Background: an optimization exercise with open tools, aiming at small area, a short achievable clock period and few clock cycles. Do not read the settings as production practice. RTL that was checked went through simulation tests only; none was proved equivalent to the original. Function not checked in runs 2 to 7: the RTL went through the layout flow alone. Power figures rest on the tool's default switching activity, not on a simulated workload.

File: design/flow/config.mk
export PLATFORM = sky130hd
export DESIGN_NAME = pcmdf_dec
export DESIGN_NICKNAME = pcmdf_dec
export VERILOG_FILES = /design/flow/design.v
export SDC_FILE = /design/flow/constraint.sdc
export NUM_CORES = 4
export LEC_CHECK = 0
export CAP_MARGIN = 20
export CORE_MARGIN = 2
export CORE_UTILIZATION = 60
export CTS_BUF_LIST = sky130_fd_sc_hd__clkbuf_4 sky130_fd_sc_hd__clkbuf_8
export PLACE_DENSITY = 0.75
export SETUP_SLACK_MARGIN = 4.8
export SLEW_MARGIN = 20
File: design/flow/flow/run.sh
#!/bin/bash
# The standard layout (standard synthesis, floorplan, place, CTS, route),
# with the smallest buffer on each input and output port instead of the
# default port buffer cell. Each tool's output goes to its log here.
set -euo pipefail
export BUFFER_PORTS_ARGS="-buffer_cell sky130_fd_sc_hd__buf_1"
bash standard.sh synth > synth.log 2>&1
bash standard.sh finish > layout.log 2>&1
File: design/flow/constraint.sdc
create_clock -name core_clock -period 8.0 [get_ports {clk}]
set_input_delay 1.6000 -clock core_clock [delete_from_list [all_inputs] [get_ports {clk}]]
set_output_delay 1.6000 -clock core_clock [all_outputs]
set_load 0.01 [all_outputs]
File: design/flow/design.v
module pcmdf_dec (
    input  wire        clk,
    input  wire        rst,
    input  wire        start,
    input  wire [15:0] cfg_len,
    input  wire [15:0] cfg_fps,
    input  wire        cfg_fps_set,
    input  wire        cfg_extract,
    output wire        idle,
    input  wire        in_valid,
    output reg         in_ready,
    input  wire [31:0] in_data,
    output reg         out_valid,
    input  wire        out_ready,
    output reg  [1:0]  out_type,
    output wire [31:0] out_data,
    output reg  [2:0]  out_nbytes,
    output reg         out_tp,
    output reg  [63:0] out_ts,
    output reg  [15:0] out_hdr,
    output reg         out_ss,
    output wire [31:0] out_sync,
    output reg  [15:0] out_sfid,
    output reg  [15:0] out_plen,
    output wire [2:0]  out_status,
    output reg  [15:0] out_offset,
    output reg  [15:0] out_count,
    output reg  [31:0] out_mode_word
);
    localparam [1:0] T_HDR = 2'd0, T_PAY = 2'd1, T_END = 2'd2;
    localparam [2:0] PH_MODE  = 3'd0,   
                     PH_TP    = 3'd1,   
                     PH_REC   = 3'd2,   
                     PH_DRAIN = 3'd3,   
                     PH_SHORT = 3'd4;   
    reg        busy;
    reg [2:0]  phase;
    reg [1:0]  status;
    reg        fpsv_l;      
    reg        xbad;        
    reg [15:0] lrem;        
    reg        lnz;         
    reg        lw;          
    reg        fit0;        
    reg        fit1;        
    reg [15:0] shr;         
    reg [15:0] hl;          
    reg        rl0, rl1;    
    reg [3:0]  fi;          
    reg [15:0] hold;        
    reg        hv;          
    reg        df;          
    reg        tsh;         
    reg [31:0] sk;          
    reg        skv;
    reg        endp;        
    reg [31:0] dsync;
    assign out_status = {1'b0, status};
    assign out_data   = dsync;
    assign out_sync   = dsync;
    wire   hdr_wait   = out_valid && (out_type == T_HDR);
    assign idle       = !busy && !hdr_wait;
    wire out_free = !out_valid || out_ready;
    wire slot     = out_free && !endp;        
    wire acc      = in_valid && in_ready;
    wire go       = (skv || acc) && slot;
    wire [31:0] w = skv ? sk : in_data;
    wire [13:0] lrem_q = lrem[15:2] - 14'd1;
    wire [15:0] h0 = w[15:0];
    wire [15:0] h1 = w[31:16];
    wire        x  = out_ss;
    wire        odd = out_plen[0];      
    wire        rec = (phase == PH_REC);
    wire        rlast0 = rl0;                     
    wire        rlast1 = rl1;                     
    wire [3:0]  fi1 = (fi == 4'd8) ? 4'd8 : fi + 4'd1;
    wire [3:0]  f1  = rlast0 ? 4'd0 : fi1;
    wire        p0  = x ? (fi >= 4'd8) : (fi >= 4'd5);
    wire        p1  = x ? (f1 >= 4'd8) : (f1 >= 4'd5);
    wire        start0 = (fi == 4'd0);
    wire        nofit0 = start0 && !fit0;
    wire        nofit1 = rlast0 && !fit1;
    wire        bad0   = start0 && xbad;
    wire        par  = shr[0] ^ hl[0];            
    wire [15:0] E    = par ? h1 : h0;
    wire [15:0] O    = par ? h0 : h1;
    wire [3:0]  idxE = par ? fi1 : fi;
    wire [3:0]  idxO = par ? fi : fi1;
    wire        vE   = !(rlast0 && par);          
    wire        vO   = !(rlast0 && !par);
    wire        h0ff   = (h0 == 16'hFFFF);
    wire        h1ff   = (h1 == 16'hFFFF);
    wire        ts_pos = (idxO == 4'd3) && vO && (out_ts[31:0] == 32'hFFFF_FFFF) &&
                         (!par || (out_ts[47:32] == 16'hFFFF));
    wire        ts_bad = ts_pos && h0ff && (par || h1ff);
    wire        ts_end = ts_pos && par && rlast1;
    wire        hdr_w = x ? ((idxO == 4'd7) && vO) : ((idxE == 4'd4) && vE);
    wire        pay_beat = hv ? p0 : (p0 && !hdr_w);
    wire        hv_n     = (hdr_w && p1) || (hv && p0 && p1) || (!hv && !p0 && p1);
    wire        df_n     = (go && rec) ? (hv_n && rlast1) : (df && !out_free);
    wire        df_out   = df && out_free;
    wire        d_pay    = go && ((phase == PH_TP) || (rec && pay_beat));
    wire        d_hi_en  = df_out || d_pay || (go && rec && (idxO == 4'd5) && vO);
    wire        d_lo_en  = df_out || d_pay || (go && rec && (idxE == 4'd6) && vE);
    wire        d_pair   = df_out || (d_pay && hv);            
    wire [15:0] d_hi     = (d_pair || (!d_pay && par)) ? h0 : h1;
    wire [15:0] d_lo     = d_pair ? hold : ((!d_pay && par) ? h1 : h0);
    wire        mode_go  = go && (phase == PH_MODE);
    wire        rec_go   = go && rec;
    wire        end_ld   = (endp && out_free) || (go && (phase == PH_DRAIN) && lw && !df);
    wire        hdr_ld   = (mode_go && w[20]) || (rec_go && hdr_w && !ts_bad && !bad0);
    wire        beat_ld  = end_ld || hdr_ld || df_out || d_pay;
    wire        is_hdr   = (mode_go && w[20]) || (rec_go && hdr_w);
    wire [2:0]  nb_tp    = (lw && lrem[1:0] != 2'd0) ? {1'b0, lrem[1:0]} : 3'd4;
    wire        short_ld = busy && (phase == PH_SHORT) && slot;
    wire        rl_any   = rlast0 || rlast1;
    wire        off_en   = short_ld || mode_go || (rec_go && rl_any && !(ts_end && h0ff));
    wire [15:0] off_d    = short_ld ? 16'd0 : mode_go ? (w[20] ? lrem : 16'd4) :
                           out_offset + {shr[14:0], 1'b0} + 16'd2;
    wire        cnt_en   = short_ld || mode_go || (rec_go && rl_any) || (status == 2'd3);
    wire [15:0] cnt_d    = mode_go ? {15'd0, w[20]} :
                           (short_ld || status == 2'd3) ? 16'd0 : out_count + 16'd1;
    wire        st_en    = short_ld || mode_go || (rec_go && ((bad0 && !nofit0) || ts_bad));
    wire [1:0]  st_d     = short_ld ? 2'd1 : mode_go ? ((w[20] || fpsv_l) ? 2'd0 : 2'd2) : 2'd3;
    wire [2:0]  nb_rec   = hv ? (!p0 ? (odd ? 3'd1 : 3'd2) : (rlast0 && odd) ? 3'd3 : 3'd4)
                              : (rlast0 ? (odd ? 3'd1 : 3'd2) : ((rlast1 && odd) ? 3'd3 : 3'd4));
    wire [17:0] fit_d  = {2'b00, lrem} + {17'd0, odd} - {1'b0, shr, 1'b0} - 18'd6;
    wire [17:0] fit_d2 = {2'b00, lrem} + {17'd0, odd} - {1'b0, shr, 1'b0} - 18'd8;
    reg        busy_n, lnz_n, skv_n, endp_n, short_n;
    reg [2:0]  phase_n;
    reg        end_now;
    always @* begin
        skv_n   = skv ? !slot : (acc && !slot);
        busy_n  = busy;
        lnz_n   = lnz;
        phase_n = phase;
        short_n = (phase == PH_SHORT);
        endp_n  = endp && !out_free;
        end_now = 1'b0;
        if (!busy) begin
            if (start && !hdr_wait) begin
                busy_n  = 1'b1;
                lnz_n   = (cfg_len != 16'd0);
                short_n = (cfg_len < 16'd4);
                phase_n = short_n ? PH_SHORT : PH_MODE;
            end
        end else begin
            if (phase == PH_SHORT && slot) begin
                phase_n = PH_DRAIN;
                short_n = 1'b0;
            end
            if (go) begin
                lnz_n = !lw;
                case (phase)
                    PH_MODE:  phase_n = w[20] ? PH_TP : (fpsv_l ? PH_REC : PH_DRAIN);
                    PH_REC:   if (nofit0 || bad0 || ts_bad || nofit1) phase_n = PH_DRAIN;
                    PH_DRAIN: end_now = lw && !df;
                    default: ;
                endcase
            end
            if (end_now) begin
                busy_n = 1'b0;
            end else if (!lnz_n && !df_n && !short_n) begin
                busy_n = 1'b0;
                endp_n = 1'b1;
            end
        end
    end
    always @(posedge clk) begin
        if (rst) begin
            busy      <= 1'b0;
            out_valid <= 1'b0;
            df        <= 1'b0;
            skv       <= 1'b0;
            in_ready  <= 1'b0;
            endp      <= 1'b0;
            phase     <= PH_MODE;
        end else begin
            busy     <= busy_n;
            lnz      <= lnz_n;
            skv      <= skv_n;
            phase    <= phase_n;
            endp     <= endp_n;
            in_ready <= busy_n && lnz_n && !skv_n && !short_n;
            out_valid <= (out_valid && !out_ready) || beat_ld;
            if (out_free)
                out_type <= end_ld ? T_END : is_hdr ? T_HDR : T_PAY;
            if (df_out || d_pay)
                out_nbytes <= df_out ? (odd ? 3'd1 : 3'd2) :
                              (phase == PH_TP) ? nb_tp : nb_rec;
            if (acc && !slot)
                sk <= in_data;
            if (d_hi_en)
                dsync[31:16] <= d_hi;
            if (d_lo_en)
                dsync[15:0] <= d_lo;
            if (cnt_en)
                out_count <= cnt_d;
            if (off_en)
                out_offset <= off_d;
            if (st_en)
                status <= st_d;
            if (!busy) begin
                if (start && !hdr_wait) begin
                    fpsv_l   <= cfg_fps_set;
                    xbad     <= cfg_extract && (cfg_fps < 16'd6);
                    out_ss   <= cfg_extract;
                    out_plen <= cfg_extract ? cfg_fps - 16'd6 : cfg_fps;
                    shr      <= ({1'b0, cfg_fps} + 17'd9) >> 1;
                    lrem     <= cfg_len;
                    lw       <= (cfg_len <= 16'd4);
                    hv       <= 1'b0;
                    df       <= 1'b0;
                    tsh      <= 1'b0;
                end
            end else begin
                if (phase == PH_SHORT && slot)
                    out_mode_word <= 32'd0;
                if (df && out_free)
                    hv <= 1'b0;      
                df <= df_n;
                if (go) begin
                    lrem <= lw ? 16'd0 : {lrem_q, lrem[1:0]};
                    lw   <= (lrem[15:3] == 13'd0) || (lrem == 16'd8);
                    fit0 <= !fit_d[17];
                    fit1 <= !fit_d2[17];
                    hold <= h1;
                    case (phase)
                        PH_MODE: begin
                            out_mode_word <= w;
                            fi            <= 4'd0;
                            hl            <= shr;
                            rl0           <= 1'b0;
                            rl1           <= 1'b0;
                            out_tp        <= w[20];
                            if (w[20])
                                out_plen <= {lrem_q, lrem[1:0]};
                        end
                        PH_REC: begin
                            fi  <= rlast0 ? 4'd1 : rlast1 ? 4'd0 : (fi >= 4'd6) ? 4'd8 : fi + 4'd2;
                            hl  <= rlast0 ? shr - 16'd1 : rlast1 ? shr : hl - 16'd2;
                            rl0 <= !rlast0 && !rlast1 && (hl == 16'd2);
                            rl1 <= !rlast0 && !rlast1 && (hl == 16'd3);
                            if (tsh)
                                out_ts[15:0] <= hold;
                            else if (idxE == 4'd0 && vE)
                                out_ts[15:0] <= E;
                            if (idxO == 4'd1 && vO) out_ts[31:16] <= O;
                            if (idxE == 4'd2 && vE) out_ts[47:32] <= E;
                            if (idxO == 4'd3 && vO) out_ts[63:48] <= O;
                            if (idxE == 4'd4 && vE) out_hdr <= E;
                            if (idxO == 4'd7 && vO) out_sfid <= O;
                            tsh <= rlast0;
                            hv <= hv_n;
                        end
                        default: ;
                    endcase
                end
            end
        end
    end
endmodule
File: design/flow/standard.sh
#!/bin/bash
# synth_recipe.tcl (not shown) runs the flow's synth.tcl, then flattens the netlist and writes it again
# the make line also repeats each setting of config.mk as NAME=value (left out here)
make -C /OpenROAD-flow-scripts/flow DESIGN_CONFIG=/design/flow/config.mk WORK_HOME=/design/flow/orfs CLKGATE_MAP_FILE= SYNTH_SCRIPT=/design/flow/synth_recipe.tcl "${@:-finish}"
==> summary.txt, run 1 <==
- Status: finished clean
- Leak: 0.00757 uW
- Crit share post-route: 41.5%
- DRT iter0 DRCs: slightly below 2k
- Non-Filler Instances: 2387
- GRT Util Overall: 34.2%
- Mapped Area: about 18000 um^2
- Clk_skew: approximately 0.028 ns
- Share of layout cells above drive strength 1: 16.3%
- CP max stage cell: edfxtp_1
- Initial antenna violation count: 1
- Vias in the first global route: 13.8k
- Drt drc: 0
- Register area share after synthesis: 55.5%
- Pin count of the biggest net entering global routing: 72
- Min-Delay Endpoint: skv
- Critical Path RT: 8.34 ns
- Synth Net Count: 1748
- Antenna diodes: 0
- Worst r2r src: shr[1]
- Compound-Gate Fraction of Synth Area: 11.8%
- IO Pins: about 320
- Internal reg-to-reg setup slack: between 4 and 5 ns
- First-pass DRT Iterations: 7
- Gp weighted congestion: just over 0.9
- Full die area: 31400 um^2
- Cell area after layout: 21800 um^2
- Core ar.: 29600 um^2
- Skew-Pair Late Insertion Delay: 0.61 ns
- CTS tree: done
- Clock H-tree levels: 2
- Mux cell area share after synthesis: 5.09%
- Detail Route Antenna Nets: 0
- WS Path Type: flip-flop to flip-flop
- Sink Count: between 300 and 400
- Deepest clock path buffer count: 3
- CP peak stage delay: 0.48 ns
- Post-synthesis xor/xnor area fraction: 4.07%
- Avg Cell Area, Syn: 11.2 um^2
- Placed cells: 2226
- Syn. warnings: 1
- DR vias/cell: 6.26
- Fill count: between 2k and 2.5k
- Met2 Routed Length: roughly 28000 um
- Top FF cell, synth: edfxtp_1
- DR WL met3: roughly 4800 um
- Inserted Clock Buffers: between 50 and 60
- Finish-stage setup viols: 0
- Adder-cell share of the synthesized area: 4.97%
- PwrDens: approximately 190 nW/um^2
- Top fanout value on the critical path: 4
- Most frequent cell after synthesis: edfxtp_1
- Most frequent cells after synthesis: edfxtp_1, nor2_1, a21oi_1
- Cell row count: 63
- Area contributors post-synth: edfxtp_1, ha_1, a21oi_1
- Worst vdd ir: between 0.1 and 0.15 mV
- Hold-fix buffers, CTS: 0
- Most used cell, CP: ha_4
- Hold Path Class: flip-flop to flip-flop
- Largest family of logic cells by synthesized area: simple AND/OR/NAND/NOR gates
- Drt total wl: 56200 um
- Worst EP arrival: 3.66 ns
- Cell count after synthesis: 1606
- Area share of and/or/nand/nor cells after synthesis: 13.9%
- Layout Nets: about 2.1k
- CP Launch Type: flip-flop
- Worst path cell trace: inv_2 -> ha_4 -> ha_4 -> nor2b_4 -> o31ai_4 -> a211oi_4 -> or4_1 -> o211a_1 -> a2111oi_4 -> o2111ai_2 -> xnor2_2
- Post-synth EDFFs: 327
- Fmax: 301 MHz
- GRT Residual Overflow: 0
- Die H: 177 um
- Drt wl/cell: 23.6 um
- Headroom to the max-slew limit: around 33%
- Final hold violation count: 0
- DP HPWL: 39100 um
- Cell Area, Placed: 19500 um^2
- FF+latch count, synth: 336
- Max-cap violation count: 0
- Worst-path clk slew: 0.06 ns
- Post-synth top area share: 54.5%
- Max-slew violation count: 0
- Root Buffer: clkbuf_8
- Worst slew pin tran: 0.998 ns
- PortBufs: roughly 320
- WHS Path Cells: 2
- Distinct cells, synth: 84
- Die width: 177 um
- Post-route minimum period: 3.32 ns
- Routed vias: between 10k and 15k
- Top sig layer: met5
- Final TNS setup: 0 ns
- Worst Setup End Kind: flip-flop
- Async SR Flop Fraction: 0%
- Area added between synthesis and finish: 20.7%
- Worst R2R End: fit0
- Global-route wire length before repair: a little over 80000 um
- Largest area contributor in the netlist: edfxtp_1
- Met1 WL: 20400 um
- Hold_sp: skv
- Path depth of the worst reg2reg path: 11
- Starting Density: 60.8%
- RSZ-0062 raised after global routing: yes
[cells in the final DEF (no fill, tap or decap), types with 52 or more instances in the layout]
| cell type | n |
|---|---|
| edfxtp_1 | 327 |
| buf_1 | 320 |
| nor2_1 | 137 |
| nand2_1 | 104 |
| a21oi_1 | 99 |
| o21ai_0 | 87 |
| inv_1 | 68 |
| nand3_1 | 60 |
| buf_4 | 59 |
| clkbuf_8 | 56 |
| ha_1 | 52 |
[critical path: cells and delay by family (launching register included)]
family	cells	cell delay, ns
adder cells (fa/ha/maj)	2	0.44
buffers and inverters	1	0.14
XOR/XNOR	1	0.20
flip-flops	1	0.48
AND/OR/NAND/NOR	2	0.61
AO/OA/AOI/OAI	5	1.17
[metal layers]
layer	track usage (%)	vias up
li1	-	6659
met1	41.9	7112
met2	58.4	982
met3	5.53	191
met4	18.2	2
met5	0	-
[worst max-delay path by stage]
stage                    from       endpoint  slack, ns  depth (start not counted)
finish                 shr[1]           fit0       4.68                         11
global route           shr[1]           fit0       4.63                         11
CTS                      busy           idle       4.60                          3
detailed placement  out_ready       dsync[2]       3.69                          8
global placement    out_ready  out_count[14]       3.81                          7
floorplan           out_ready     out_ts[16]       4.33                          7
[cells by family (layout without fill, tap and decap cells)]
| logic type | count (synthesis) | in the layout |
|---|---|---|
| AND/OR/NAND/NOR | 511 | 512 |
| adder cells (fa/ha/maj) | 71 | 71 |
| multiplexers | 84 | 84 |
| buffers and inverters | 181 | 569 |
| flip-flops | 336 | 336 |
| XOR/XNOR | 82 | 84 |
| other | 1 | 1 |
| AO/OA/AOI/OAI | 340 | 340 |
[cell type report]
type / instances / area [um^2] / area share, %
Clock buffer: 74 / 906 / 4.16
Clock inverter: 24 / 173 / 0.794
Sequential cell: 336 / 10000 / 46.0
Inverter: 78 / 300 / 1.38
Tap cell: 390 / 488 / 2.24
Timing Repair Buffer: 393 / 1870 / 8.59
Multi-Input combinational cell: 1092 / 8020 / 36.9
[where the power goes]
group          switching [uW]  leakage (uW)  internal, uW
sequential               42.3       0.00306          1990
clock                     700      0.000569           801
combinational             368       0.00394           248
total                    1110       0.00757          3040
[stage by stage]
stage / util [%] / power (uW) / hold WS, ns / setup WS (ns)
finish: 73.4 / 4150 / 0.551 / 4.68
global route: 73.4 / 4270 / 0.597 / 4.63
CTS: 71.8 / 4090 / 0.551 / 4.60
detailed placement: 65.7 / 2550 / 0.536 / 3.69
global placement: 65.7 / 2540 / 0.528 / 3.81
floorplan: - / 2400 / 0.494 / 4.33
[state kept, by name (all words and copies together), names as in the netlist, 32 cells and up]
signal,cells
sk,32
dsync,32
out_ts,64
out_mode_word,32
[timing repair]
action / in CTS / in global routing
endpoints found under the setup margin: 273 / 160
cloned: 2 / 1
setup buffers: 37 / 23
gates resized for setup: 62 / 48
pin swaps: 16 / 28
Testbench counts, summed over its fixed seeds: cycles 18,614.
==> inputs of run 2 (changes only) <==
--- a/design/flow/design.v
+++ b/design/flow/design.v
@@ -122,6 +122,12 @@
                            (short_ld || status == 2'd3) ? 16'd0 : out_count + 16'd1;
     wire        st_en    = short_ld || mode_go || (rec_go && ((bad0 && !nofit0) || ts_bad));
     wire [1:0]  st_d     = short_ld ? 2'd1 : mode_go ? ((w[20] || fpsv_l) ? 2'd0 : 2'd2) : 2'd3;
+    wire        pos_en   = mode_go || rec_go;
+    wire [3:0]  fi_d     = mode_go ? 4'd0 : rlast0 ? 4'd1 : rlast1 ? 4'd0 :
+                           (fi >= 4'd6) ? 4'd8 : fi + 4'd2;
+    wire [15:0] hl_d     = (mode_go || rlast1) ? shr : rlast0 ? shr - 16'd1 : hl - 16'd2;
+    wire        rl0_d    = !mode_go && !rlast0 && !rlast1 && (hl == 16'd2);
+    wire        rl1_d    = !mode_go && !rlast0 && !rlast1 && (hl == 16'd3);
     wire [2:0]  nb_rec   = hv ? (!p0 ? (odd ? 3'd1 : 3'd2) : (rlast0 && odd) ? 3'd3 : 3'd4)
                               : (rlast0 ? (odd ? 3'd1 : 3'd2) : ((rlast1 && odd) ? 3'd3 : 3'd4));
     wire [17:0] fit_d  = {2'b00, lrem} + {17'd0, odd} - {1'b0, shr, 1'b0} - 18'd6;
@@ -194,6 +200,19 @@
                 dsync[31:16] <= d_hi;
             if (d_lo_en)
                 dsync[15:0] <= d_lo;
+            if (pos_en) begin
+                fi  <= fi_d;
+                hl  <= hl_d;
+                rl0 <= rl0_d;
+                rl1 <= rl1_d;
+            end
+            if (rec_go && (tsh || (idxE == 4'd0 && vE)))
+                out_ts[15:0] <= tsh ? hold : E;
+            if (rec_go && idxO == 4'd1 && vO) out_ts[31:16] <= O;
+            if (rec_go && idxE == 4'd2 && vE) out_ts[47:32] <= E;
+            if (rec_go && idxO == 4'd3 && vO) out_ts[63:48] <= O;
+            if (rec_go && idxE == 4'd4 && vE) out_hdr <= E;
+            if (rec_go && idxO == 4'd7 && vO) out_sfid <= O;
             if (cnt_en)
                 out_count <= cnt_d;
             if (off_en)
@@ -228,28 +247,11 @@
                     case (phase)
                         PH_MODE: begin
                             out_mode_word <= w;
-                            fi            <= 4'd0;
-                            hl            <= shr;
-                            rl0           <= 1'b0;
-                            rl1           <= 1'b0;
                             out_tp        <= w[20];
                             if (w[20])
                                 out_plen <= {lrem_q, lrem[1:0]};
                         end
                         PH_REC: begin
-                            fi  <= rlast0 ? 4'd1 : rlast1 ? 4'd0 : (fi >= 4'd6) ? 4'd8 : fi + 4'd2;
-                            hl  <= rlast0 ? shr - 16'd1 : rlast1 ? shr : hl - 16'd2;
-                            rl0 <= !rlast0 && !rlast1 && (hl == 16'd2);
-                            rl1 <= !rlast0 && !rlast1 && (hl == 16'd3);
-                            if (tsh)
-                                out_ts[15:0] <= hold;
-                            else if (idxE == 4'd0 && vE)
-                                out_ts[15:0] <= E;
-                            if (idxO == 4'd1 && vO) out_ts[31:16] <= O;
-                            if (idxE == 4'd2 && vE) out_ts[47:32] <= E;
-                            if (idxO == 4'd3 && vO) out_ts[63:48] <= O;
-                            if (idxE == 4'd4 && vE) out_hdr <= E;
-                            if (idxO == 4'd7 && vO) out_sfid <= O;
                             tsh <= rlast0;
                             hv <= hv_n;
                         end
==> summary.txt, run 2 <==
- Max-slew violation count: 0
- WHS Path Cells: 2
- Initial antenna violation count: 2
- Die width: around 180 um
- DP HPWL: about 38000 um
- Fmax: 302 MHz
- Flip-flop count of the largest register after layout: 64
- Biggest register: out_ts
- Area contributors post-synth: edfxtp_1, ha_1, a21oi_1
- Distinct cells, synth: 79
- Worst r2r src: shr[0]
- CTS tree: done
- CP Launch Type: input port
- Status: finished clean
- Most frequent cells after synthesis: edfxtp_1, nor2_1, nand2_1
- Final TNS setup: 0 ns
- Worst EP arrival: 3.68 ns
- Post-synth EDFFs: 327
- Crit path max-delay family: simple AND/OR/NAND/NOR gates
- Path depth of the worst reg2reg path: 13
- Clock H-tree levels: 2
- Critical Path RT: 8.37 ns
- Min-Delay Endpoint: endp
- Internal reg-to-reg setup slack: 4.76 ns
- Most common cell after layout, fill and taps aside: edfxtp_1
- DRT iter0 DRCs: 1609
- Drt total wl: approximately 54000 um
- Finish-stage setup viols: 0
- Root Buffer: clkbuf_8
- Worst vdd ir: 0.109 mV
- Synth Net Count: ~1.7k
- Drt drc: 0
- Vias in the first global route: 13.7k
- GRT Residual Overflow: 0
- Worst R2R End: fit0
- First-pass DRT Iterations: 8
- Commonest cells after routing, fill and taps aside: edfxtp_1, buf_1, nor2_1
- Mapped Area: around 18000 um^2
- Hold Path Class: flip-flop to flip-flop
- IO Pins: 324
- Avg Cell Area, Syn: 11.1 um^2
- Worst slew pin tran: 1.02 ns
- Most frequent cell after synthesis: edfxtp_1
- Final hold violation count: 0
- Hold_sp: endp
- Register area share after synthesis: roughly 56%
- Top FF cell, synth: edfxtp_1
- Largest area contributor in the netlist: edfxtp_1
- Global-route wire length before repair: approximately 78000 um
- CP peak stage delay: ~0.57 ns
- Cell depth of the worst setup path: 9
- Skew-Pair Late Insertion Delay: 0.61 ns
- PortBufs: 322
- CP max stage cell: or4_4
- Syn. warnings: 1
- Crit share post-route: 41.4%
- Most used cell, CP: buf_6
- Async SR Flop Fraction: 0%
- Deepest clock path buffer count: 3
- Leak: about 0.0076 uW
- Overall power: 4290 uW
- Drt wl/cell: approximately 23 um
- Sink Count: around 340
- Worst path bufs/invs: 3
- Headroom to the max-slew limit: 30.2%
- Starting Density: 61.3%
- RSZ-0062 raised after global routing: yes
- Worst path cell trace: buf_6 -> mux2i_4 -> nor4_4 -> nand4_1 -> or4_4 -> buf_6 -> nor3_4 -> o32ai_4 -> clkbuf_16
- Max-cap violation count: 0
- Area added between synthesis and finish: 23.2%
- Pin count of the biggest net entering global routing: 69
- Gp weighted congestion: between 0.9 and 1
- Hold-fix buffers, CTS: 0
- Layout Nets: 2106
- Cell row count: 62
- WS Path Type: input port to flip-flop
- Post-synth top area share: a little under three fifths
- Routed vias: about 15k
- Inserted Clock Buffers: between 50 and 60
- Share of layout cells above drive strength 1: 17.7%
- Post-route minimum period: 3.31 ns
- PwrDens: a little under 200 nW/um^2
- DR vias/cell: 6.15
- Full die area: 30900 um^2
- FF+latch count, synth: 336
- GRT Util Overall: 33.4%
- Core ar.: 28900 um^2
- Detail Route Antenna Nets: 0
- Worst-path clk slew: 0.06 ns
- Cell count after synthesis: 1598
- Clk_skew: 0.0149 ns
- Die H: between 150 and 200 um
- Top fanout value on the critical path: 8
- Worst Setup End Kind: flip-flop
[run 2: changes by cell type after synthesis, moves of 8 or more]
cell      delta
o21ai_0     +18
nor3_1      +12
mux2_4      -10
and3_1       -9
nand3_1      +9
xor2_1       +9
a221oi_1     -8
[run 2: cells by family after synthesis]
| logic type | after synthesis | synth area share (%) |
|---|---|---|
| and+or+nand+nor | 523 | 14.3 |
| DFF | 336 | 56.5 |
| AOI/OAI and AO/OA | 329 | 11.3 |
| buffers and inverters | 187 | 4.83 |
| xor gates and xnor gates | 88 | 4.35 |
| adders and majority gates | 71 | 5.06 |
| muxes | 63 | 3.68 |
| other | 1 | 0.0212 |
[run 2: cell type report]
class / instances / area, um^2
fill: 1955 / 7040
clock inverter: 24 / 144
inverter: 84 / 315
timing repair buffer: 409 / 2150
multi-input combinational: 1078 / 7820
clock buffer: 73 / 898
tap: 384 / 480
sequential: 336 / 10000
antenna: 2 / 5.00
[run 2: per-stage QoR]
stage	instances	utilization (%)	instance area, um^2	hold slack, ns	setup slack (ns)
6_report	2390	75.6	21800	0.544	4.69
5_1_grt	2389	75.6	21800	0.593	4.66
4_1_cts	2362	73.6	21200	0.532	4.66
3_5_place_dp	2215	67.3	19400	0.518	3.58
3_3_place_gp	2215	67.3	19400	0.517	3.64
2_1_floorplan	1598	-	18300	0.488	4.36
[run 2: worst max path at each step]
stage | start | endpoint | slack (ns)
6_report | in_data[4] | out_offset[3] | 4.69
5_1_grt | shr[5] | fit0 | 4.66
3_5_place_dp | out_ready | dsync[27] | 3.58
3_3_place_gp | out_ready | dsync[29] | 3.64
2_1_floorplan | out_ready | dsync[25] | 4.36
4_1_cts | shr[3] | fit0 | 4.66
[run 2: routing by layer]
| layer | up-vias | wire length (um) | global-route usage [%] |
|---|---|---|---|
| met1 | 7002 | 19600 | 39.2 |
| li1 | 6604 | - | - |
| met5 | - | 0 | 0 |
| met4 | 0 | 2720 | 15.0 |
| met3 | 174 | 4620 | 6.34 |
| met2 | 924 | 27400 | 59.5 |
[run 2: worst register-to-register path, stage by stage (launching register included)]
cell and delay [ns]:
edfxtp_1 0.45, inv_2 0.13, ha_1 0.27, inv_1 0.09, ha_1 0.21, nor2b_4 0.07, o21bai_1 0.24, a31oi_2 0.20
o41ai_4 0.30, a21oi_1 0.18, or3_1 0.37, nand4_1 0.16, o311ai_2 0.15, xnor2_1 0.16
[run 2: report_power, final]
group	internal, uW	switching (uW)
clock network	762	700
registers	2030	55.1
logic	292	454
[run 2: repair_timing]
item	CTS	global route
pin swaps	31	34
gates cloned	1	8
buffers inserted	49	18
resized for setup	67	50
endpoints found under the setup margin	304	206
==> inputs of run 3 (changes only) <==
--- a/design/flow/design.v
+++ b/design/flow/design.v
@@ -6,7 +6,7 @@
     input  wire [15:0] cfg_fps,
     input  wire        cfg_fps_set,
     input  wire        cfg_extract,
-    output wire        idle,
+    output reg         idle,
     input  wire        in_valid,
     output reg         in_ready,
     input  wire [31:0] in_data,
@@ -43,7 +43,7 @@
     reg        lw;          
     reg        fit0;        
     reg        fit1;        
-    reg [15:0] shr;         
+    reg [15:0] sh;          
     reg [15:0] hl;          
     reg        rl0, rl1;    
     reg [3:0]  fi;          
@@ -59,7 +59,6 @@
     assign out_data   = dsync;
     assign out_sync   = dsync;
     wire   hdr_wait   = out_valid && (out_type == T_HDR);
-    assign idle       = !busy && !hdr_wait;
     wire out_free = !out_valid || out_ready;
     wire slot     = out_free && !endp;        
     wire acc      = in_valid && in_ready;
@@ -81,7 +80,7 @@
     wire        nofit0 = start0 && !fit0;
     wire        nofit1 = rlast0 && !fit1;
     wire        bad0   = start0 && xbad;
-    wire        par  = shr[0] ^ hl[0];            
+    wire        par  = sh[0] ^ hl[0];             
     wire [15:0] E    = par ? h1 : h0;
     wire [15:0] O    = par ? h0 : h1;
     wire [3:0]  idxE = par ? fi1 : fi;
@@ -116,7 +115,7 @@
     wire        rl_any   = rlast0 || rlast1;
     wire        off_en   = short_ld || mode_go || (rec_go && rl_any && !(ts_end && h0ff));
     wire [15:0] off_d    = short_ld ? 16'd0 : mode_go ? (w[20] ? lrem : 16'd4) :
-                           out_offset + {shr[14:0], 1'b0} + 16'd2;
+                           out_offset + {sh[14:0], 1'b0};
     wire        cnt_en   = short_ld || mode_go || (rec_go && rl_any) || (status == 2'd3);
     wire [15:0] cnt_d    = mode_go ? {15'd0, w[20]} :
                            (short_ld || status == 2'd3) ? 16'd0 : out_count + 16'd1;
@@ -125,13 +124,15 @@
     wire        pos_en   = mode_go || rec_go;
     wire [3:0]  fi_d     = mode_go ? 4'd0 : rlast0 ? 4'd1 : rlast1 ? 4'd0 :
                            (fi >= 4'd6) ? 4'd8 : fi + 4'd2;
-    wire [15:0] hl_d     = (mode_go || rlast1) ? shr : rlast0 ? shr - 16'd1 : hl - 16'd2;
-    wire        rl0_d    = !mode_go && !rlast0 && !rlast1 && (hl == 16'd2);
-    wire        rl1_d    = !mode_go && !rlast0 && !rlast1 && (hl == 16'd3);
+    wire [15:0] hl_d     = (mode_go || rlast1) ? sh : rlast0 ? sh - 16'd1 : hl - 16'd2;
+    wire        rl0_d    = !mode_go && !rlast0 && !rlast1 && (hl == 16'd3);
+    wire        rl1_d    = !mode_go && !rlast0 && !rlast1 && (hl == 16'd4);
     wire [2:0]  nb_rec   = hv ? (!p0 ? (odd ? 3'd1 : 3'd2) : (rlast0 && odd) ? 3'd3 : 3'd4)
                               : (rlast0 ? (odd ? 3'd1 : 3'd2) : ((rlast1 && odd) ? 3'd3 : 3'd4));
-    wire [17:0] fit_d  = {2'b00, lrem} + {17'd0, odd} - {1'b0, shr, 1'b0} - 18'd6;
-    wire [17:0] fit_d2 = {2'b00, lrem} + {17'd0, odd} - {1'b0, shr, 1'b0} - 18'd8;
+    wire [17:0] fit_b  = {2'b00, lrem} - {1'b0, sh, 1'b0};
+    wire        fit_hi = (fit_b[16:3] != 14'd0);
+    wire        fit0_d = !fit_b[17] && (fit_hi || fit_b[2:0] >= (odd ? 3'd3 : 3'd4));
+    wire        fit1_d = !fit_b[17] && (fit_hi || fit_b[2:0] >= (odd ? 3'd5 : 3'd6));
     reg        busy_n, lnz_n, skv_n, endp_n, short_n;
     reg [2:0]  phase_n;
     reg        end_now;
@@ -144,7 +145,7 @@
         endp_n  = endp && !out_free;
         end_now = 1'b0;
         if (!busy) begin
-            if (start && !hdr_wait) begin
+            if (start && idle) begin
                 busy_n  = 1'b1;
                 lnz_n   = (cfg_len != 16'd0);
                 short_n = (cfg_len < 16'd4);
@@ -179,6 +180,7 @@
             df        <= 1'b0;
             skv       <= 1'b0;
             in_ready  <= 1'b0;
+            idle      <= 1'b1;
             endp      <= 1'b0;
             phase     <= PH_MODE;
         end else begin
@@ -188,6 +190,7 @@
             phase    <= phase_n;
             endp     <= endp_n;
             in_ready <= busy_n && lnz_n && !skv_n && !short_n;
+            idle     <= !busy_n && !(out_free ? hdr_ld : hdr_wait);
             out_valid <= (out_valid && !out_ready) || beat_ld;
             if (out_free)
                 out_type <= end_ld ? T_END : is_hdr ? T_HDR : T_PAY;
@@ -220,12 +223,12 @@
             if (st_en)
                 status <= st_d;
             if (!busy) begin
-                if (start && !hdr_wait) begin
+                if (start && idle) begin
                     fpsv_l   <= cfg_fps_set;
                     xbad     <= cfg_extract && (cfg_fps < 16'd6);
                     out_ss   <= cfg_extract;
                     out_plen <= cfg_extract ? cfg_fps - 16'd6 : cfg_fps;
-                    shr      <= ({1'b0, cfg_fps} + 17'd9) >> 1;
+                    sh       <= ({1'b0, cfg_fps} + 17'd11) >> 1;
                     lrem     <= cfg_len;
                     lw       <= (cfg_len <= 16'd4);
                     hv       <= 1'b0;
@@ -241,8 +244,8 @@
                 if (go) begin
                     lrem <= lw ? 16'd0 : {lrem_q, lrem[1:0]};
                     lw   <= (lrem[15:3] == 13'd0) || (lrem == 16'd8);
-                    fit0 <= !fit_d[17];
-                    fit1 <= !fit_d2[17];
+                    fit0 <= fit0_d;
+                    fit1 <= fit1_d;
                     hold <= h1;
                     case (phase)
                         PH_MODE: begin
==> summary.txt, run 3 <==
- First-pass DRT Iterations: 6
- Finish-stage setup viols: 0
- Synth Net Count: 1731
- Cell row count: 63
- Worst path bufs/invs: 1
- Initial antenna violation count: 0
- Largest family of logic cells by synthesized area: simple AND/OR/NAND/NOR gates
- Largest area contributor in the netlist: edfxtp_1
- Most frequent cells after synthesis: edfxtp_1, nor2_1, a21oi_1
- Share of layout cells above drive strength 1: 10.9%
- DRT iter0 DRCs: roughly 1.6k
- Top FF cell, synth: edfxtp_1
- RSZ-0062 raised after global routing: yes
- Top fanout value on the critical path: 16
- Adder-cell share of the synthesized area: 3.45%
- Avg Cell Area, Syn: 11.1 um^2
- FF+latch count, synth: 337
- Fmax: 316 MHz
- Worst-path clk slew: 0.06 ns
- Biggest register: out_ts
- Hold Path Class: flip-flop to flip-flop
- Worst vdd ir: about 0.13 mV
- Final TNS setup: 0 ns
- PortBufs: 322
- Compound-Gate Fraction of Synth Area: 12.6%
- Post-synthesis xor/xnor area fraction: roughly 4%
- Inserted Clock Buffers: 53
- Drt total wl: 52300 um
- Gp weighted congestion: 0.935
- Vias in the first global route: 13.6k
- Worst EP arrival: 3.41 ns
- Worst path cell trace: buf_1 -> nor2b_4 -> or3_4 -> nor2_4 -> nand2_2 -> or3_4 -> nor2_4
- CTS tree: done
- Post-synth top area share: a little under three fifths
- Crit path max-delay family: simple AND/OR/NAND/NOR gates
- Placed cells: 2230
- Post-synth EDFFs: 327
- Layout Nets: 2051
- Max-slew violation count: 0
- Register area share after synthesis: 56.1%
- WHS: 0.568 ns
- Distinct cells, synth: 78
- Syn. warnings: 1
- Overall power: slightly above 4000 uW
- GRT Util Overall: roughly a third
- Crit share post-route: 39.5%
- Full die area: 31100 um^2
- CP Launch Type: input port
- Deepest clock path buffer count: 3
- Most common cell after layout, fill and taps aside: edfxtp_1
- Area share of and/or/nand/nor cells after synthesis: 14.6%
- Die H: 176 um
- Mux cell area share after synthesis: 4.26%
- PwrDens: 198 nW/um^2
- Final hold violation count: 0
- Multi-input gate area: 7370 um^2
- Routed vias: approximately 15k
- Worst slew pin tran: about 1.1 ns
- Pin count of the biggest net entering global routing: 73
- Non-Filler Instances: 2366
- Status: finished clean
- Skew-Pair Late Insertion Delay: 0.60 ns
- Clk_skew: roughly 0.023 ns
- DR vias/cell: 6.16
- Area contributors post-synth: edfxtp_1, ha_1, nor2_1
- CP max stage cell: or3_4
- GRT Residual Overflow: 0
- Hold-fix buffers, CTS: 0
- WS Path Type: input port to flip-flop
- Die width: around 180 um
- Critical Path RT: 8.24 ns
- Headroom to the max-slew limit: 29.2%
- Fill count: 2222
- Area added between synthesis and finish: 17.4%
- Core ar.: 29500 um^2
- DP HPWL: roughly 38000 um
- CP peak stage delay: 0.44 ns
- Leak: 0.00716 uW
- Worst Setup End Kind: flip-flop
- Async SR Flop Fraction: 0%
- Mapped Area: about 18000 um^2
- Most frequent cell after synthesis: edfxtp_1
- IO Pins: roughly 320
- Starting Density: between 60% and 70%
- Cell count after synthesis: 1612
- Clock H-tree levels: 2
- Global-route wire length before repair: 77400 um
- Commonest cells after routing, fill and taps aside: edfxtp_1, buf_1, nor2_1
- Flip-flop count of the largest register after layout: 64
- Register Area: 10000 um^2
- Max-cap violation count: 0
- Drt wl/cell: about 22 um
- Root Buffer: clkbuf_8
- Sink Count: 337
- Drt drc: 0
- Detail Route Antenna Nets: 0
- Post-route minimum period: between 3 and 4 ns
run 3: stage by stage:
stage	worst slack (ns)	util, %	area (um^2)
finish	4.84	71.1	21000
global route	4.74	71.1	21000
CTS	4.81	69.9	20600
detailed placement	3.43	65.4	19300
global placement	3.61	65.4	19300
floorplan	4.43	-	18100
run 3: logic make-up (layout without fill, tap and decap cells):
kind of cell | count (synthesis) | after routing
AO/OA/AOI/OAI | 358 | 360
other | 1 | 2
buffers and inverters | 190 | 549
AND/OR/NAND/NOR | 524 | 524
flip-flops | 337 | 337
multiplexers | 73 | 73
adder cells (fa/ha/maj) | 48 | 48
XOR/XNOR | 81 | 83
run 3: timing repair:
action                     CTS  global route
pin swaps                   10            10
setup endpoints to repair  267           207
gates cloned                 4             0
resized for setup           19            27
buffers inserted            14            19
run 3: where the power goes:
part	switching [uW]	internal [uW]	total, uW
clock network	690	739	1430
registers	66.1	2030	2100
logic	398	230	628
total	1150	3000	4160
run 3: worst min-delay path, stage by stage (launching register included):
cell and delay (ns):
edfxtp_1 0.35, nand2_1 0.05, o21ai_0 0.06
run 3: worst paths after layout:
check / end / slack (ns) / cells after the start / from
worst max register to register: dsync[0] / 4.86 / 10 / fi[0]
worst min register to register: out_offset[0] / 0.57 / 2 / out_offset[0]
worst min-delay path: out_offset[0] / 0.57 / 2 / out_offset[0]
worst max-delay path: out_ts[21] / 4.84 / 7 / out_ready
run 3: final cells by class:
type,count,share of cell area (%)
flip-flops and latches,337,47.8
multi-input cells,1089,35.2
repair buffers,370,8.22
clock buffers,64,3.87
well taps,390,2.33
inverters,81,1.53
clock inverters,34,1.04
diodes,1,0.0119
run 3: per-layer routing:
layer | wire [um] | track usage [%] | vias to the layer above
met4 | 2800 | 16.2 | 0
met1 | 19100 | 39.8 | 6921
met5 | 0 | 0 | -
met2 | 26300 | 57.1 | 831
li1 | - | - | 6651
met3 | 4150 | 4.57 | 171
==> inputs of run 4 (changes only) <==
--- a/design/flow/config.mk
+++ b/design/flow/config.mk
@@ -10,5 +10,5 @@
 export CORE_UTILIZATION = 60
 export CTS_BUF_LIST = sky130_fd_sc_hd__clkbuf_4 sky130_fd_sc_hd__clkbuf_8
 export PLACE_DENSITY = 0.75
-export SETUP_SLACK_MARGIN = 4.8
+export SETUP_SLACK_MARGIN = 5
 export SLEW_MARGIN = 20
==> summary.txt, run 4 <==
- Most frequent cells after synthesis: edfxtp_1, nor2_1, a21oi_1
- Worst slew pin tran: 0.936 ns
- Avg Cell Area, Syn: 11.1 um^2
- DR vias/cell: 6.27
- Starting Density: 60.5%
- Largest area contributor in the netlist: edfxtp_1
- PortBufs: ~320
- Hold Path Class: flip-flop to flip-flop
- Util after Layout: 73.8%
- Sink Count: 337
- GRT Residual Overflow: 0
- RSZ-0062 raised after global routing: yes
- Area added between synthesis and finish: 21.9%
- Mapped Area: 17800 um^2
- Detail Route Antenna Nets: 0
- Fmax: 330 MHz
- Met2 Routed Length: roughly 28000 um
- Finish-stage setup viols: 0
- Worst EP arrival: around 3.4 ns
- DR WL met3: between 4000 and 5000 um
- Die H: 176 um
- CTS tree: done
- Flip-flop count of the largest register after layout: 64
- Global-route wire length before repair: ~80000 um
- Cell count after synthesis: 1612
- Leak: 0.00751 uW
- Final TNS setup: 0 ns
- Placed cells: around 2.2k
- Initial antenna violation count: 1
- Area contributors post-synth: edfxtp_1, ha_1, nor2_1
- Worst R2R End: dsync[3]
- Met1 WL: 19800 um
- Biggest register: out_ts
- Path depth of the worst reg2reg path: 10
- WHS Path Cells: 2
- Pin count of the biggest net entering global routing: 73
- Deepest clock path buffer count: 3
- Register area share after synthesis: between 50% and 60%
- Clk_skew: between 0.03 and 0.04 ns
- Most common cell after layout, fill and taps aside: edfxtp_1
- Max-cap violation count: 0
- Fill count: 2101
- Full die area: between 30000 and 40000 um^2
- Post-synth top area share: 55.0%
- Gp weighted congestion: 0.926
- Root Buffer: clkbuf_8
- Drt wl/cell: approximately 23 um
- Async SR Flop Fraction: 0%
- Share of layout cells above drive strength 1: 15.4%
- Top fanout value on the critical path: 16
- Crit share post-route: 37.9%
- Post-route minimum period: 3.03 ns
- Drt total wl: 55100 um
- Status: finished clean
- Non-Filler Instances: about 2.4k
- Syn. warnings: 1
- Headroom to the max-slew limit: 37.6%
- Inserted Clock Buffers: 54
- Core ar.: 29500 um^2
- Max-slew violation count: 0
- DP HPWL: about 39000 um
- FF+latch count, synth: 337
- Vias in the first global route: about 14k
- Most frequent cell after synthesis: edfxtp_1
- Critical Path RT: 8.34 ns
- Worst-path clk slew: around 0.060 ns
- PwrDens: approximately 200 nW/um^2
- Internal reg-to-reg setup slack: 4.97 ns
- Drt drc: 0
- CP Launch Type: input port
- Worst vdd ir: around 0.14 mV
- IO Pins: roughly 320
- Distinct cells, synth: 78
- Synth Net Count: roughly 1.7k
- Routed vias: 15.1k
- Worst Setup End Kind: flip-flop
- Die width: around 180 um
- Hold-fix buffers, CTS: 0
- Final hold violation count: 0
- First-pass DRT Iterations: 7
- DRT iter0 DRCs: 1946
- Post-synth EDFFs: ~330
- Cell row count: 63
- Clock H-tree levels: 2
- Critical Path Start: in_data[14]
- CP Capture Point: out_offset[8]
- WS Path Type: input port to flip-flop
- Layout Nets: 2086
- Commonest cells after routing, fill and taps aside: edfxtp_1, buf_1, nor2_1
- Skew-Pair Late Insertion Delay: between 0.6 and 0.7 ns
- Worst r2r src: sh[0]
- GRT Util Overall: 33.9%
- Top sig layer: met4
- Top FF cell, synth: edfxtp_1
## run 4: cell types whose count changed in the layout (fill, tap and decap cells not counted), sizes merged
cell,previous run,this run
bufinv,2,5
buf,370,400
clkinv,30,19
clkbuf,64,78
clkinvlp,2,3
nand2,100,101
## run 4: cell type report
| type | count | area, um^2 | area share, % |
|---|---|---|---|
| antenna | 1 | 2.50 | 0.0115 |
| clock buffer | 76 | 915 | 4.20 |
| clock inverter | 26 | 264 | 1.21 |
| inverter | 81 | 324 | 1.49 |
| multi-input combinational | 1090 | 7630 | 35.1 |
| sequential | 337 | 10000 | 46.1 |
| tap | 390 | 488 | 2.24 |
| timing repair buffer | 402 | 2100 | 9.63 |
| timing repair inverter | 1 | 7.51 | 0.0345 |
## run 4: routing by layer
| metal | track usage, % | up-vias |
|---|---|---|
| met4 | 17.2 | 0 |
| met5 | 0 | - |
| li1 | - | 6738 |
| met3 | 5.43 | 213 |
| met1 | 40.7 | 7162 |
| met2 | 59.2 | 952 |
## run 4: worst min-delay path by stage
stage	startpoint	to	slack, ns
final	df	df	0.54
after floorplan	df	df	0.49
after global routing	df	df	0.57
after global placement	df	df	0.53
after detailed placement	df	df	0.53
after CTS	df	df	0.54
## run 4: worst max-delay path, cell delays in order
cell and delay, ns:
buf_1 0.12, mux2i_1 0.19, nor4_1 0.37, and4_2 0.34, nand3_2 0.13, nor3_4 0.30, o22ai_4 0.12, buf_12 0.18
## run 4: cell families after synthesis
group	after synthesis	synth area share, %
fa+ha+maj	48	3.45
other cells	1	0.0210
simple gates	524	14.6
flops	337	56.1
compound gates	358	12.6
mux	73	4.26
buf+inv	190	4.98
xor+xnor	81	4.02
## run 4: repair_timing
item	4_1_cts	5_1_grt
pin swaps	17	28
setup endpoints to repair	347	258
resized for setup	44	72
gates cloned	6	3
buffers inserted	45	20
## run 4: per-stage QoR
| step | setup slack [ns] | hold WS, ns | area, um^2 | total power [uW] |
|---|---|---|---|---|
| floorplan | 4.43 | 0.485 | 18100 | 2530 |
| finish | 4.97 | 0.539 | 21800 | 4400 |
| detailed placement | 3.46 | 0.532 | 19300 | 2720 |
| CTS | 4.88 | 0.536 | 21200 | 4350 |
| global route | 4.85 | 0.567 | 21800 | 4530 |
| global placement | 3.60 | 0.526 | 19300 | 2700 |
## run 4: power by group
group	internal (uW)	switching, uW
registers	2030	67.1
logic	260	422
clock network	906	711
total	3200	1200
==> inputs of run 5 (changes only) <==
--- a/design/flow/config.mk
+++ b/design/flow/config.mk
@@ -7,8 +7,8 @@
 export LEC_CHECK = 0
 export CAP_MARGIN = 20
 export CORE_MARGIN = 2
-export CORE_UTILIZATION = 60
+export CORE_UTILIZATION = 50
 export CTS_BUF_LIST = sky130_fd_sc_hd__clkbuf_4 sky130_fd_sc_hd__clkbuf_8
-export PLACE_DENSITY = 0.75
-export SETUP_SLACK_MARGIN = 5
+export PLACE_DENSITY = 0.7
+export SETUP_SLACK_MARGIN = 4.8
 export SLEW_MARGIN = 20
==> summary.txt, run 5 <==
- GRT Residual Overflow: 0
- First-pass DRT Iterations: 7
- Hold Path Class: flip-flop to flip-flop
- Most common cell after layout, fill and taps aside: edfxtp_1
- DR vias/cell: 5.97
- Area contributors post-synth: edfxtp_1, ha_1, nor2_1
- Biggest register: out_ts
- Top FF cell, synth: edfxtp_1
- Clock H-tree levels: 2
- Worst R2R End: dsync[4]
- Vias in the first global route: between 10k and 15k
- Flip-flop count of the largest register after layout: 64
- Inserted Clock Buffers: 55
- Worst EP arrival: 3.42 ns
- Worst Setup End Kind: flip-flop
- Leak: around 0.0072 uW
- CP peak stage delay: 0.45 ns
- RSZ-0062 raised after global routing: yes
- Cell count after synthesis: 1612
- Deepest clock path buffer count: 3
- Full die area: 37200 um^2
- CP Launch Type: input port
- Status: finished clean
- Cell Area, Placed: 19400 um^2
- Post-synth EDFFs: 327
- Finish-stage setup viols: 0
- Crit path max-delay family: simple AND/OR/NAND/NOR gates
- CTS tree: done
- Mapped Area: approximately 18000 um^2
- Syn. warnings: 1
- Max-cap violation count: 0
- Layout Nets: ~2.1k
- WHS Path Cells: 2
- IO Pins: 324
- Final TNS setup: 0 ns
- Cell row count: 69
- Cell area after layout: around 21000 um^2
- Max-slew violation count: 0
- Clk_skew: 0.0339 ns
- Largest area contributor in the netlist: edfxtp_1
- Critical Path RT: 8.26 ns
- Avg Cell Area, Syn: approximately 11 um^2
- Share of layout cells above drive strength 1: between 10% and 20%
- Area added between synthesis and finish: 17.8%
- Top fanout value on the critical path: 16
- Worst slew pin tran: 0.875 ns
- DRT iter0 DRCs: 1441
- Multi-input gate area: 7320 um^2
- Initial antenna violation count: 0
- Root Buffer: clkbuf_8
- Drt drc: 0
- FF+latch count, synth: 337
- Fill count: 2955
- Worst vdd ir: 0.130 mV
- Drt wl/cell: 22.2 um
- Fmax: 317 MHz
- CP max stage cell: or3_4
- Global-route wire length before repair: 80100 um
- DP HPWL: about 40000 um
- Worst path bufs/invs: 1
- Post-synth top area share: 55.0%
- Starting Density: 50.4%
- Non-Filler Instances: 2438
- Critical Path Start: out_ready
- Most frequent cell after synthesis: edfxtp_1
- Final hold violation count: 0
- Commonest cells after routing, fill and taps aside: edfxtp_1, buf_1, nor2_1
- Worst r2r src: sh[0]
- Worst-path clk slew: 0.06 ns
- Worst path cell trace: buf_1 -> nor2b_4 -> or3_4 -> nor2_4 -> nand2_2 -> or3_4 -> nor2_4
- Drt total wl: 54100 um
- GRT Util Overall: 28.5%
- Headroom to the max-slew limit: between 40% and 50%
- Path depth of the worst reg2reg path: 10
- Sink Count: 337
- Antenna diodes: 0
- Detail Route Antenna Nets: 0
- Overall power: 4160 uW
- Internal reg-to-reg setup slack: 4.86 ns
- Hold_sp: hold[0]
- Register area share after synthesis: 56.1%
- Gp weighted congestion: approximately 0.94
- Post-route minimum period: 3.16 ns
- PwrDens: 198 nW/um^2
- Min-Delay Endpoint: dsync[0]
- Crit share post-route: 39.5%
- Die width: 193 um
- Synth Net Count: 1731
- Routed vias: 14.6k
- Die H: 193 um
- Register Area: 10000 um^2
- Pin count of the biggest net entering global routing: 73
- Placed cells: between 2k and 2.5k
- Async SR Flop Fraction: 0%
- PortBufs: 322
- Skew-Pair Late Insertion Delay: between 0.6 and 0.7 ns
- Core ar.: about 35000 um^2
- Distinct cells, synth: 78
- Most frequent cells after synthesis: edfxtp_1, nor2_1, a21oi_1
- WS Path Type: input port to flip-flop
run 5: how the worst max path moves through the flow:
| stage | end | slack [ns] | cells after the start |
|---|---|---|---|
| floorplan | dsync[16] | 4.43 | 8 |
| global placement | dsync[7] | 3.63 | 7 |
| detailed placement | dsync[7] | 3.55 | 7 |
| CTS | dsync[28] | 4.80 | 9 |
| global route | dsync[15] | 4.74 | 10 |
| finish | out_ts[30] | 4.84 | 7 |
run 5: kinds of logic after synthesis:
group	after synthesis	share of synthesized area, %
adders and majority gates	48	3.45
other	1	0.0210
buffers and inverters	190	4.98
DFF	337	56.1
xor gates and xnor gates	81	4.02
AOI/OAI and AO/OA	358	12.6
muxes	73	4.26
and+or+nand+nor	524	14.6
run 5: timing repair:
item,in CTS,in global routing
buffers inserted,22,13
resized for setup,12,31
gates cloned,2,1
setup endpoints to repair,199,180
pin swaps,11,14
hold buffers,0,0
run 5: report_power, final:
group | switching [uW] | leakage, uW | total [uW] | internal (uW)
Combinational | 395 | 0.00359 | 631 | 236
Sequential | 66.2 | 0.00305 | 2100 | 2030
Clock | 694 | 0.000542 | 1430 | 740
Total | 1150 | 0.00719 | 4160 | 3010
run 5: final cells by class:
type / count / area share, %
Clock inverter: 26 / 0.780
Tap cell: 461 / 2.74
Inverter: 81 / 1.45
Timing Repair Buffer: 376 / 8.42
Multi-Input combinational cell: 1088 / 34.8
Sequential cell: 337 / 47.7
Clock buffer: 69 / 4.10
run 5: layer usage:
| layer | vias to the layer above | routed length, um | GRT usage [%] |
|---|---|---|---|
| li1 | 6665 | - | - |
| met1 | 6972 | 20100 | 34.1 |
| met2 | 768 | 27400 | 50.7 |
| met3 | 154 | 4060 | 3.93 |
| met4 | 0 | 2610 | 13.4 |
| met5 | - | 0 | 0 |
run 5: through the flow:
stage / utilization, % / setup slack (ns) / hold WS [ns]
after detailed placement: 54.8 / 3.55 / 0.538
after CTS: 58.6 / 4.80 / 0.532
after global routing: 59.4 / 4.74 / 0.571
after global placement: 54.8 / 3.63 / 0.523
after floorplan: - / 4.43 / 0.485
final: 59.4 / 4.84 / 0.518
run 5: worst register-to-register path: stages (launching register included):
cell and delay [ns]:
edfxtp_1 0.40, buf_4 0.18, xnor2_4 0.18, buf_12 0.31, a21boi_0 0.26, o211ai_1 0.31, o211ai_4 0.17, a21oi_4 0.32
buf_4 0.21, nor3_1 0.05, o31ai_1 0.49
==> inputs of run 6 (changes only) <==
==> design/flow/config.mk (replaced) <==
export PLATFORM = sky130hd
export DESIGN_NAME = pcmdf_dec
export DESIGN_NICKNAME = pcmdf_dec
export VERILOG_FILES = /design/flow/design.v
export SDC_FILE = /design/flow/constraint.sdc
export NUM_CORES = 4
export LEC_CHECK = 0
export CAP_MARGIN = 5
export CORE_MARGIN = 2
export CORE_UTILIZATION = 60
export CTS_BUF_LIST = sky130_fd_sc_hd__clkbuf_4 sky130_fd_sc_hd__clkbuf_8
export PLACE_DENSITY = 0.75
export SETUP_SLACK_MARGIN = 4.8
export SLEW_MARGIN = 5
==> summary.txt, run 6 <==
- Crit share post-route: about two fifths
- Area contributors post-synth: edfxtp_1, ha_1, nor2_1
- Most frequent cells after synthesis: edfxtp_1, nor2_1, a21oi_1
- DRT iter0 DRCs: 1643
- FF+latch count, synth: 337
- Final WS setup: 4.84 ns
- Area added between synthesis and finish: 17.4%
- Post-synthesis xor/xnor area fraction: 4.02%
- Syn. warnings: 1
- Clk_skew: roughly 0.023 ns
- Async SR Flop Fraction: 0%
- Vias in the first global route: 13.6k
- CP Launch Type: input port
- First-pass DRT Iterations: 6
- Max-slew violation count: 0
- Routed vias: 14.6k
- Starting Density: between 60 and 70%
- Clock H-tree levels: 2
- Share of layout cells above drive strength 1: between 10% and 20%
- Initial antenna violation count: 0
- Gp weighted congestion: between 0.9 and 1
- Cell count after synthesis: 1612
- Flip-flop count of the largest register after layout: between 60 and 70
- Avg Cell Area, Syn: around 11 um^2
- CTS tree: done
- PortBufs: ~320
- Root Buffer: clkbuf_8
- Post-route minimum period: 3.16 ns
- Global-route wire length before repair: roughly 77000 um
- Sink Count: 337
- Post-synth top area share: 55.0%
- Compound-Gate Fraction of Synth Area: 12.6%
- Critical Path RT: 8.24 ns
- Cell row count: 63
- WS Path Type: input port to flip-flop
- RSZ-0062 raised after global routing: yes
- GRT Util Overall: 32.6%
- Adder-cell share of the synthesized area: 3.45%
- DP HPWL: 38200 um
- Worst path cell trace: buf_1 -> nor2b_4 -> or3_4 -> nor2_4 -> nand2_2 -> or3_4 -> nor2_4
- Skew-Pair Late Insertion Delay: 0.60 ns
- Max-cap violation count: 0
- PwrDens: between 150 and 200 nW/um^2
- Distinct cells, synth: 78
- Headroom to the max-slew limit: 29.2%
- Detail Route Antenna Nets: 0
- Mapped Area: roughly 18000 um^2
- Die width: about 180 um
- Layout Nets: 2051
- Status: finished clean
- Dpl ws: 3.43 ns
- Largest family of logic cells by synthesized area: simple AND/OR/NAND/NOR gates
- Hold Path Class: flip-flop to flip-flop
- Top FF cell, synth: edfxtp_1
- Commonest cells after routing, fill and taps aside: edfxtp_1, buf_1, nor2_1
- Drt total wl: 52300 um
- Finish-stage setup viols: 0
- Non-Filler Instances: between 2k and 2.5k
- Deepest clock path buffer count: 3
- Drt wl/cell: approximately 22 um
- Drt drc: 0
- Inserted Clock Buffers: 53
- Core ar.: about 30000 um^2
- Register area share after synthesis: between 50% and 60%
- Largest area contributor in the netlist: edfxtp_1
- Worst vdd ir: 0.131 mV
- GRT Residual Overflow: 0
- Synth Net Count: ~1.7k
- Worst slew pin tran: 1.06 ns
- Fill count: 2222
- Hold-fix buffers, CTS: 0
- Full die area: 31100 um^2
- Worst EP arrival: about 3.4 ns
- Most frequent cell after synthesis: edfxtp_1
- Die H: 176 um
- Leak: 0.00716 uW
- DR vias/cell: 6.16
- Final TNS setup: 0 ns
- WHS: 0.568 ns
- Post-synth EDFFs: 327
- Pin count of the biggest net entering global routing: between 70 and 80
- Biggest register: out_ts
- Most common cell after layout, fill and taps aside: edfxtp_1
- Area share of and/or/nand/nor cells after synthesis: 14.6%
- Fmax: 316 MHz
- CP max stage cell: or3_4
- Mux cell area share after synthesis: under 10%
- IO Pins: 324
- Placed cells: around 2.2k
- Worst Setup End Kind: flip-flop
- CP peak stage delay: 0.44 ns
- Final hold violation count: 0
- Worst-path clk slew: 0.06 ns
- Top fanout value on the critical path: 16
[run 6: final timing paths]
check / slack, ns / cells past startpoint / startpoint / end
worst max-delay path: 4.84 / 7 / out_ready / out_ts[21]
worst min-delay path: 0.57 / 2 / out_offset[0] / out_offset[0]
worst max register to register: 4.86 / 10 / fi[0] / dsync[0]
worst min register to register: 0.57 / 2 / out_offset[0] / out_offset[0]
[run 6: critical path, delay by kind of cell]
family                 cells  cell delay [ns]
buffers and inverters      1             0.15
and+or+nand+nor            6             1.64
[run 6: area by class of cell]
cell class	count	area [um^2]	area share, %
Sequential cell	337	10000	47.8
Multi-Input combinational cell	1089	7370	35.2
Timing Repair Buffer	370	1720	8.22
Clock buffer	64	812	3.87
Tap cell	390	488	2.33
Inverter	81	320	1.53
Clock inverter	34	219	1.04
Antenna cell	1	2.50	0.0119
[run 6: repair_timing]
action | in CTS | in global routing
gates cloned | 4 | 0
hold endpoints to repair | 0 | 0
pin swaps | 10 | 10
buffers inserted | 14 | 19
endpoints found under the setup margin | 267 | 207
resized for setup | 19 | 27
[run 6: power breakdown]
group | internal (uW) | switching, uW | leakage, uW | total, uW
Clock | 739 | 690 | 0.000530 | 1430
Sequential | 2030 | 66.1 | 0.00305 | 2100
Combinational | 230 | 398 | 0.00358 | 628
Total | 3000 | 1150 | 0.00716 | 4160
[run 6: cells by family (layout without fill, tap and decap cells)]
group,Yosys count,after routing
and+or+nand+nor,524,524
muxes,73,73
buffers and inverters,190,549
xor gates and xnor gates,81,83
other,1,2
AOI/OAI and AO/OA,358,360
adders and majority gates,48,48
DFF,337,337
[run 6: routing by layer]
metal	up-vias	wire, um	share of wire [%]	global-route usage (%)
li1	6651	-	-	-
met1	6921	19100	36	39.8
met2	831	26300	50	57.1
met3	171	4150	7.9	4.57
met4	0	2800	5.3	16.2
met5	-	0	0	0
[run 6: through the flow]
stage / cell area (um^2) / util, % / power [uW]
floorplan: 18100 / - / 2530
global placement: 19300 / 65.4 / 2700
detailed placement: 19300 / 65.4 / 2720
CTS: 20600 / 69.9 / 4140
global route: 21000 / 71.1 / 4300
finish: 21000 / 71.1 / 4160
==> inputs of run 7 (changes only) <==
==> design/flow/config.mk (replaced) <==
export PLATFORM = sky130hd
export DESIGN_NAME = pcmdf_dec
export DESIGN_NICKNAME = pcmdf_dec
export VERILOG_FILES = /design/flow/design.v
export SDC_FILE = /design/flow/constraint.sdc
export NUM_CORES = 4
export LEC_CHECK = 0
export CAP_MARGIN = 20
export CORE_MARGIN = 2
export CORE_UTILIZATION = 60
export CTS_BUF_LIST = sky130_fd_sc_hd__clkbuf_2 sky130_fd_sc_hd__clkbuf_4
export PLACE_DENSITY = 0.75
export SETUP_SLACK_MARGIN = 4.8
export SLEW_MARGIN = 20
==> summary.txt, run 7 <==
- Clock H-tree levels: 3
- Leak: 0.00723 uW
- DRT iter0 DRCs: approximately 1.9k
- Combinational share of power: 15.2%
- Critical Path RT: between 8 and 9 ns
- Final hold violation count: 0
- WS Path Type: input port to flip-flop
- PortBufs: 322
- FF+latch count, synth: roughly 340
- Cell row count: 63
- First-pass DRT Iterations: 5
- Distinct cells, synth: 78
- Reg power frac: 50.8%
- Max-cap violation count: 0
- Worst Setup End Kind: flip-flop
- Headroom to the max-slew limit: 28.4%
- Cell count after synthesis: 1612
- Sw frac: 28.6%
- Initial antenna violation count: 1
- Drt wl/cell: between 20 and 25 um
- Drt total wl: roughly 53000 um
- Starting Density: 60.5%
- Deepest clock path buffer count: 3
- Finish-stage setup viols: 0
- PwrDens: around 200 nW/um^2
- Cell area after layout: approximately 21000 um^2
- Top fanout value on the critical path: 16
- Most frequent cell after synthesis: edfxtp_1
- CP Launch Type: input port
- Status: finished clean
- Hold Path Class: flip-flop to flip-flop
- Sink Count: 337
- Worst-path clk slew: 0.06 ns
- Worst path bufs/invs: 3
- GRT Residual Overflow: 0
- Syn. warnings: 1
- Switching power: approximately 1200 uW
- Pin count of the biggest net entering global routing: 73
- Biggest register: out_ts
- Power Internal: 2950 uW
- Max-slew violation count: 0
- Post-synth EDFFs: 327
- Clk_skew: between 0.06 and 0.07 ns
- CP max stage cell: nor4_1
- Share of layout cells above drive strength 1: 13.1%
- CTS tree: done
- Routed vias: ~15k
- Post-synth top area share: a little under three fifths
- Worst slew pin tran: 1.07 ns
- DR vias/cell: 6.12
- Gp weighted congestion: 0.935
- Worst vdd ir: roughly 0.13 mV
- Top FF cell, synth: edfxtp_1
- Most common cell after layout, fill and taps aside: edfxtp_1
- Full die area: 31100 um^2
- Area added between synthesis and finish: 17.0%
- DP HPWL: 38200 um
- Post-route minimum period: 3.20 ns
- Worst path cell trace: buf_1 -> mux2i_1 -> buf_4 -> nor4_1 -> and4_1 -> nand3_1 -> nor3_1 -> o22ai_4 -> buf_12
- Area contributors post-synth: edfxtp_1, ha_1, nor2_1
- Global-route wire length before repair: 77900 um
- CP peak stage delay: roughly 0.48 ns
- Busiest metal layer after global routing: met2
- Largest area contributor in the netlist: edfxtp_1
- Skew-Pair Late Insertion Delay: between 0.7 and 0.8 ns
- Layout Nets: around 2.1k
- Flip-flop count of the largest register after layout: 64
- Drt drc: 0
- Commonest cells after routing, fill and taps aside: edfxtp_1, buf_1, nor2_1
- IO Pins: 324
- M2 GR Usage: 57.9%
- Die width: 176 um
- Register area share after synthesis: 56.1%
- Internal reg-to-reg setup slack: 4.82 ns
- Core ar.: 29500 um^2
- Crit path max-delay family: simple AND/OR/NAND/NOR gates
- Cell Area, Placed: 19300 um^2
- WHS: 0.549 ns
- Vias in the first global route: 13.9k
- Hold-fix buffers, CTS: 0
- Synth Net Count: ~1.7k
- RSZ-0062 raised after global routing: yes
- Avg Cell Area, Syn: 11.1 um^2
- GRT Util Overall: 32.9%
- Inserted Clock Buffers: 86
- Met1 Use GR: 39.2%
- Fmax: 313 MHz
- Most frequent cells after synthesis: edfxtp_1, nor2_1, a21oi_1
- Root Buffer: clkbuf_4
- Detail Route Antenna Nets: 0
- Async SR Flop Fraction: 0%
- Final TNS setup: 0 ns
- Met3 GRT Util: 5.47%
- Crit share post-route: 40.0%
- Worst EP arrival: around 3.7 ns
- Clk pwr share: about a third
- Die H: 176 um
- Mapped Area: 17800 um^2
## run 7: cell types whose count changed in the layout (fill, tap and decap cells not counted), moves of 3 or more
cell,change
clkinv_1,+3
clkbuf_4,+105
clkbuf_8,-53
inv_2,+4
## run 7: path summary, 6_finish.rpt
kind / from / end / cells past startpoint
worst min register to register: df / df / 2
worst max-delay path: in_data[13] / out_offset[6] / 9
worst max register to register: skv / out_offset[6] / 8
worst min-delay path: df / df / 2
## run 7: timing repair
action                                  4_1_cts  5_1_grt
endpoints found under the setup margin      212      137
setup buffers                                19       14
cloned                                        3        0
pin swaps                                    10       10
endpoints found under the hold margin         0        0
gates resized for setup                      17       21
## run 7: cell families after synthesis
logic type	synth area share (%)
compound gates	12.6
fa+ha+maj	3.45
mux	4.26
buf+inv	4.98
other cells	0.0210
xor+xnor	4.02
simple gates	14.6
flops	56.1
## run 7: metal layers
layer | wire length [um] | vias to the layer above
li1 | - | 6777
met1 | 19300 | 7054
met2 | 26900 | 860
met3 | 4000 | 153
met4 | 2410 | 0
met5 | 0 | -
## run 7: worst register-to-register path: stages (launching register included)
cell and delay (ns):
dfxtp_4 0.57, buf_6 0.35, mux2i_1 0.22, nor4_1 0.52, and4_1 0.37, nand3_1 0.13
nor3_1 0.41, o22ai_4 0.15, buf_12 0.18
## run 7: layout make-up
class	count	area, um^2
antenna	3	7.51
clock buffer	116	871
clock inverter	39	173
fill	2241	8600
inverter	81	312
multi-input combinational	1088	7300
sequential	337	10000
tap	390	488
timing repair buffer	370	1710
## run 7: power by group through the flow
stage	sequential (uW)	clock (uW)	combinational (uW)
after global placement	2140	0	564
final	2100	1400	629
after floorplan	2120	0	411
after CTS	2100	1420	605
after detailed placement	2140	0	580
after global routing	2100	1500	687
## run 7: per-stage QoR
stage | total power [uW] | utilization, % | worst slack, ns | std cells
finish | 4130 | 70.8 | 4.80 | 2424
global route | 4290 | 70.8 | 4.71 | 2423
CTS | 4120 | 70.0 | 4.80 | 2407
detailed placement | 2720 | 65.4 | 3.43 | 2230
global placement | 2700 | 65.4 | 3.61 | 2230
floorplan | 2530 | - | 4.43 | 1612

Setup slack of run 7, layout unchanged: 4.802 ns with ideal ports, 4.793 ns with driving cells assumed (clock clkbuf_16, inputs buf_2), 4.011 ns with port delays also shifted by the 0.782 ns mid clock arrival.
